This is an optimization exercise on Yosys and OpenROAD, whose aim is small area, not a production implementation. Where RTL was checked, it was by simulation tests only, not by an equivalence proof against the original. Power is estimated from default activity; no workload was simulated.

Setup of the reference run:
Design raiden_core, start of the top module:
module raiden_core (
    input  wire        clk,
    input  wire        rst,
    input  wire        req_valid,
    input  wire        req_we,
    input  wire [7:0]  req_addr,
    input  wire [31:0] req_wdata,
    output wire        rsp_valid,
    output wire [31:0] rsp_rdata,
    output wire        rsp_err,
    input  wire [7:0]  trig_in,
    input  wire        uart_rx,
    output wire        out_o,
    output wire        out_oe,
    output wire        outn_o,
    output wire        outn_oe,
    output wire        armed_o,
    output wire        fired_o,
    output wire [15:0] pull_o
);
    localparam [2:0] PG_STOPPED = 3'd0;
    localparam [2:0] PG_WAIT    = 3'd1;
    localparam [2:0] PG_PAUSE   = 3'd2;
    localparam [2:0] PG_HIGH    = 3'd3;
    localparam [2:0] PG_LOW     = 3'd4;
    localparam [2:0] D_OFF  = 3'd0;    
    localparam [2:0] D_IDLE = 3'd1;    
    localparam [2:0] D_W2   = 3'd2;    
    localparam [2:0] D_Q    = 3'd3;    
  ...
For scale: roughly 1400 cells after synthesis, roughly 18000 um^2 of cells after synthesis.
export LEC_CHECK = 0
export CAP_MARGIN = 20
export CORE_MARGIN = 2
export CORE_UTILIZATION = 40
export SLEW_MARGIN = 40
create_clock -name core_clock -period 10.0 [get_ports {clk}]
standard.sh (not shown) runs the stock make flow with config.mk's settings and CLKGATE_MAP_FILE= SYNTH_SCRIPT=/design/flow/synth_recipe.tcl, a recipe that flattens the netlist after the stock synthesis.
==> flow/flow/run.sh <==
#!/bin/bash
# Standard layout with three changes: ABC maps the logic with an
# area-oriented script (flow/area.abc, via flow/synth.tcl which wraps the standard flow's
# own synthesis script); port buffers use the smallest buffer cell; the clock
# tree is built from clkbuf_4 (sink clusters of up to 8) with no dummy loads.
set -euo pipefail
export MY_ABC_SCRIPT="$PWD/flow/area.abc"
export FLOW_SYNTH_TCL="$PWD/synth_recipe.tcl"
bash standard.sh SYNTH_SCRIPT="$PWD/flow/synth.tcl" \
  BUFFER_PORTS_ARGS="-buffer_cell sky130_fd_sc_hd__buf_1" \
  CTS_ARGS="-sink_clustering_enable -repair_clock_nets -dont_use_dummy_load -buf_list sky130_fd_sc_hd__clkbuf_4 -sink_clustering_size 8 -sink_clustering_max_diameter 60" \
  finish > flow_standard.log 2>&1
==> flow/flow/area.abc <==
&get -n
&st
&dc2
&dch -f
&nf -R 1000
&st
&dc2
&dch -f
&nf -R 1000
&put
topo
dnsize -c
==> flow/flow/synth.tcl <==
# The standard synthesis script (synth_recipe.tcl), with the ABC logic
# mapping run from flow/area.abc (an area-oriented script) instead of
# ORFS's speed script. Flip-flop mapping, flattening and naming are unchanged.
proc abc {args} {
  set i [lsearch -exact $args -script]
  if {$i >= 0} {
    lset args [expr {$i + 1}] $::env(MY_ABC_SCRIPT)
  }
  yosys abc {*}$args
}
source $::env(FLOW_SYNTH_TCL)
The inputs of the trial run differ from those of the reference run as listed below.
--- a/flow/design.v
+++ b/flow/design.v
@@ -288,20 +288,20 @@
     always @(posedge clk) begin
         pg_ncnt  <= ~n_pg_cnt;
         pg_nreps <= ~n_pg_reps;
         pg_w    <= n_pg_w;
         pg_g    <= n_pg_g;
         dk      <= (dk + {5'd0, dk_inc}) & ~{6{dk_clr}};
         match   <= n_match;
+        if (!armed) begin
+            pg_p    <= cfg_pause;
+            lat_div <= cfg_div;
+        end
         if (arm_ok)
-            pg_p <= cfg_pause;
-        if (arm_ok) begin
             lat_byte <= (cfg_kind == 2'd1) ? {4'd0, cfg_edge, cfg_pin[2:0]} : cfg_byte;
-            lat_div  <= cfg_div;
-        end
     end
     reg [31:0] rd_val;
     always @* begin
         case (rq_sel)
             4'd1:  rd_val = {18'd0, resident, 1'b0, in_wait, 4'b0000,
                              fired, armed, 1'b0, result[1] & ~result[0], result[1] & result[0], result[0]};
             4'd2:  rd_val = cfg_pause;
## What came out
The trial run: all stages complete, timing, DRC and antenna checks passed. The worst ir drop on vdd number comes out higher for the reference run vs the trial run. The trial run: non-clock buffer count higher than the reference run. In terms of xor-xnor portion of the synthesized cell area, the reference run and the trial run differ only marginally. Between the reference run and the trial run, critical path depth is higher for the trial run, the reference run comes in under that. Re final critical-path share of the clock period: the trial run is 0.35 points down on the reference run. Comparing the reference run and the trial run, worst setup slack is higher on the trial run.
Function not checked in the reference run: the RTL went through the layout flow alone.

Setup of red:
RTL: one of the versions met above, not the one the previous note started from.
Size in the first run: about 1400 cells after synthesis, ~440 flip-flops, ~110 I/O pins, ~0.018 mm² of cells after synthesis.
==> flow/config.mk <==
export PLATFORM = sky130hd
export DESIGN_NAME = raiden_core
export DESIGN_NICKNAME = raiden_core
export VERILOG_FILES = /design/flow/design.v
export SDC_FILE = /design/flow/constraint.sdc
export NUM_CORES = 4
export LEC_CHECK = 0
export CAP_MARGIN = 20
export CORE_MARGIN = 2
export CORE_UTILIZATION = 40
export SLEW_MARGIN = 20
==> flow/constraint.sdc <==
create_clock -name core_clock -period 10.0 [get_ports {clk}]
set_input_delay 2.0000 -clock core_clock [delete_from_list [all_inputs] [get_ports {clk}]]
set_output_delay 2.0000 -clock core_clock [all_outputs]
set_load 0.01 [all_outputs]
Scripts as last shown in full above: flow/flow/run.sh, flow/flow/area.abc, flow/flow/synth.tcl
What blue does differently from red at the input level:
--- a/flow/design.v
+++ b/flow/design.v
@@ -284,28 +284,28 @@
             rq_err   <= req_valid && (!mapped || (req_we && ro_reg));
             rq_sel   <= (req_valid && !req_we && mapped) ? req_addr[5:2] : 4'd0;
         end
     end
     always @(posedge clk) begin
         pg_ncnt  <= ~n_pg_cnt;
         pg_nreps <= ~n_pg_reps;
         pg_w    <= n_pg_w;
         pg_g    <= n_pg_g;
         dk      <= (dk + {5'd0, dk_inc}) & ~{6{dk_clr}};
         match   <= n_match;
-        if (!armed) begin
-            pg_p    <= cfg_pause;
-            lat_div <= cfg_div;
-        end
         if (arm_ok)
+            pg_p <= cfg_pause;
+        if (arm_ok) begin
             lat_byte <= (cfg_kind == 2'd1) ? {4'd0, cfg_edge, cfg_pin[2:0]} : cfg_byte;
+            lat_div  <= cfg_div;
+        end
     end
     reg [31:0] rd_val;
     always @* begin
         case (rq_sel)
             4'd1:  rd_val = {18'd0, resident, 1'b0, in_wait, 4'b0000,
                              fired, armed, 1'b0, result[1] & ~result[0], result[1] & result[0], result[0]};
             4'd2:  rd_val = cfg_pause;
             4'd3:  rd_val = cfg_width;
             4'd4:  rd_val = cfg_gap;
             4'd5:  rd_val = cfg_count;
             4'd6:  rd_val = {30'd0, cfg_kind};
--- outcome ---
blue had finished all stages when the layout checks came back failing, citing max-slew violations. Changes observed in blue relative to red: total detailed-routing wirelength lost about 2%, total power went down, core utilization +0.18 points, number of distinct library cell variants in the gate-level netlist after synthesis stayed essentially flat. Comparing blue and red, reported leakage power is lower on blue. Going from red to blue, number of standard cells after synthesis grew by a few percent. The worst setup slack of blue was superior to that of red. Compared with red, blue shows routing usage on met2 lower by 0.88 points. For the sequential share of layout area, blue came in 0.38 points lower than red did. Fraction of the mapped netlist area in compound gates delta for blue relative to red: 0.71 points lower.
No functional check of the RTL was part of blue.

raiden_core, a different RTL version from the one above (not shown whole).
Size: about 1,700 cells after synthesis.
Settings: LEC_CHECK=0, CAP_MARGIN=20, CORE_MARGIN=2, CORE_UTILIZATION=40, SLEW_MARGIN=20; clock period 10.0 ns.
==> flow/flow/run.sh <==
#!/bin/bash
# Standard layout; port buffers use the smallest buffer cell; clock tree
# built from clkbuf_4/clkbuf_8 with no dummy loads.
set -euo pipefail
bash standard.sh BUFFER_PORTS_ARGS="-buffer_cell sky130_fd_sc_hd__buf_1" \
  CTS_ARGS="-sink_clustering_enable -repair_clock_nets -dont_use_dummy_load -buf_list {sky130_fd_sc_hd__clkbuf_4 sky130_fd_sc_hd__clkbuf_8} -sink_clustering_size 12 -sink_clustering_max_diameter 40" \
  finish > flow_standard.log 2>&1
Edit:
--- a/flow/design.v
+++ b/flow/design.v
@@ -160,61 +160,33 @@
                 endcase
             end
         end
         n_pg_st   = pg_st;
         n_pg_cnt  = pg_cnt;
         n_pg_reps = pg_reps;
         n_pg_w    = pg_w;
         n_pg_g    = pg_g;
         if (do_start) begin
-            if (!cnt0) begin
-                n_pg_st = PG_PAUSE;
-            end else if (!reps0) begin
-                n_pg_st  = PG_HIGH;
-                n_pg_cnt = pg_w;
-            end else begin
-                n_pg_st = PG_STOPPED;
-            end
-        end else begin
+            if (!cnt0)       n_pg_st = PG_PAUSE;
+            else if (!reps0) n_pg_st = PG_HIGH;
+            else             n_pg_st = PG_STOPPED;
+        end else if (cnt1) begin
             case (pg_st)
-                PG_PAUSE:
-                    if (cnt1) begin
-                        if (!reps0) begin
-                            n_pg_st  = PG_HIGH;
-                            n_pg_cnt = pg_w;
-                        end else begin
-                            n_pg_st = PG_STOPPED;
-                        end
-                    end else begin
-                        n_pg_cnt = dec;
-                    end
-                PG_HIGH:
-                    if (cnt1) begin
-                        n_pg_st  = PG_LOW;
-                        n_pg_cnt = pg_g;
-                    end else begin
-                        n_pg_cnt = dec;
-                    end
-                PG_LOW:
-                    if (cnt1) begin
-                        n_pg_reps = dec;
-                        if (!reps1) begin
-                            n_pg_st  = PG_HIGH;
-                            n_pg_cnt = pg_w;
-                        end else begin
-                            n_pg_st = PG_STOPPED;
-                        end
-                    end else begin
-                        n_pg_cnt = dec;
-                    end
+                PG_PAUSE: n_pg_st = reps0 ? PG_STOPPED : PG_HIGH;
+                PG_HIGH:  n_pg_st = PG_LOW;
+                PG_LOW:   n_pg_st = reps1 ? PG_STOPPED : PG_HIGH;
                 default: ;
             endcase
         end
+        if (!in_wait || (do_start && cnt0))
+            n_pg_cnt = (cnt1 || in_wait) ? ((pg_st == PG_HIGH) ? pg_g : pg_w) : dec;
+        if (pg_st == PG_LOW && cnt1)
+            n_pg_reps = dec;
         n_rel = (rel & ~in_wait) | fire;
         if (arm_ok) begin
             n_det_st  = (cfg_kind != 2'd0) ? D_IDLE : D_OFF;
             n_pg_st   = PG_WAIT;
             n_pg_cnt  = cfg_pause;
             n_pg_reps = cfg_count;
             n_pg_w    = (cfg_width[31:2] == 30'd0) ? 32'd4 : cfg_width;
             n_pg_g    = (cfg_gap[31:2]   == 30'd0) ? 32'd4 : cfg_gap;
             n_rel     = 1'b0;
Outcome:
- The new run finished clean
- flip-flop and latch count does not change
- first-iteration DRC count increases by about 25%
- total power rises by 7.6%
- count of clock-buffer cells in the layout is lower by 6
- sequential share of layout area grows by 1.7 points
- routed wire length drops by about 8%
- worst hold slack gets better by 0.0066 ns
- clock power is lower by about 6%
- setup slack gets better by 0.47 ns
- register-to-register slack gets better by 0.47 ns
- utilization goes down by 0.19 points
- via count went down by about 6%
- die area came out lower by about 2.7%
- design area goes down by 2.9%
For the first run of this note, only the layout was checked, not whether the RTL still works.

==> port drivers added, routing unchanged <==
The results above use ideal ports. As a check the final layouts listed here were re-extracted and re-timed, cells and wires unchanged. Step 1: set_driving_cell puts a clkbuf_16 on clk and a buf_2 on each other input, an assumption about the parent block. Step 2, shift: input delay + t, output delay - t, t = (earliest + latest rising clock arrival at the registers) / 2. This alone moves slack from input paths to output paths. Slacks: ideal ports / drivers / drivers and shift; pairs: ideal ports / drivers.
run | shift t [ns] | setup WS [ns] | cell pins on the clock port's net
the reference run | 0.849 | 2.580 / 2.580 / 2.580 | 1
the trial run | 0.856 | 2.615 / 2.615 / 2.615 | 1
red | 0.854 | 2.626 / 2.626 / 2.626 | 1
blue | 0.782 | 2.646 / 2.646 / 2.646 | 1
the first run of note 3 | 0.689 | 1.342 / 1.342 / 1.342 | 1
the second run of note 3 | 0.649 | 1.813 / 1.813 / 1.813 | 1
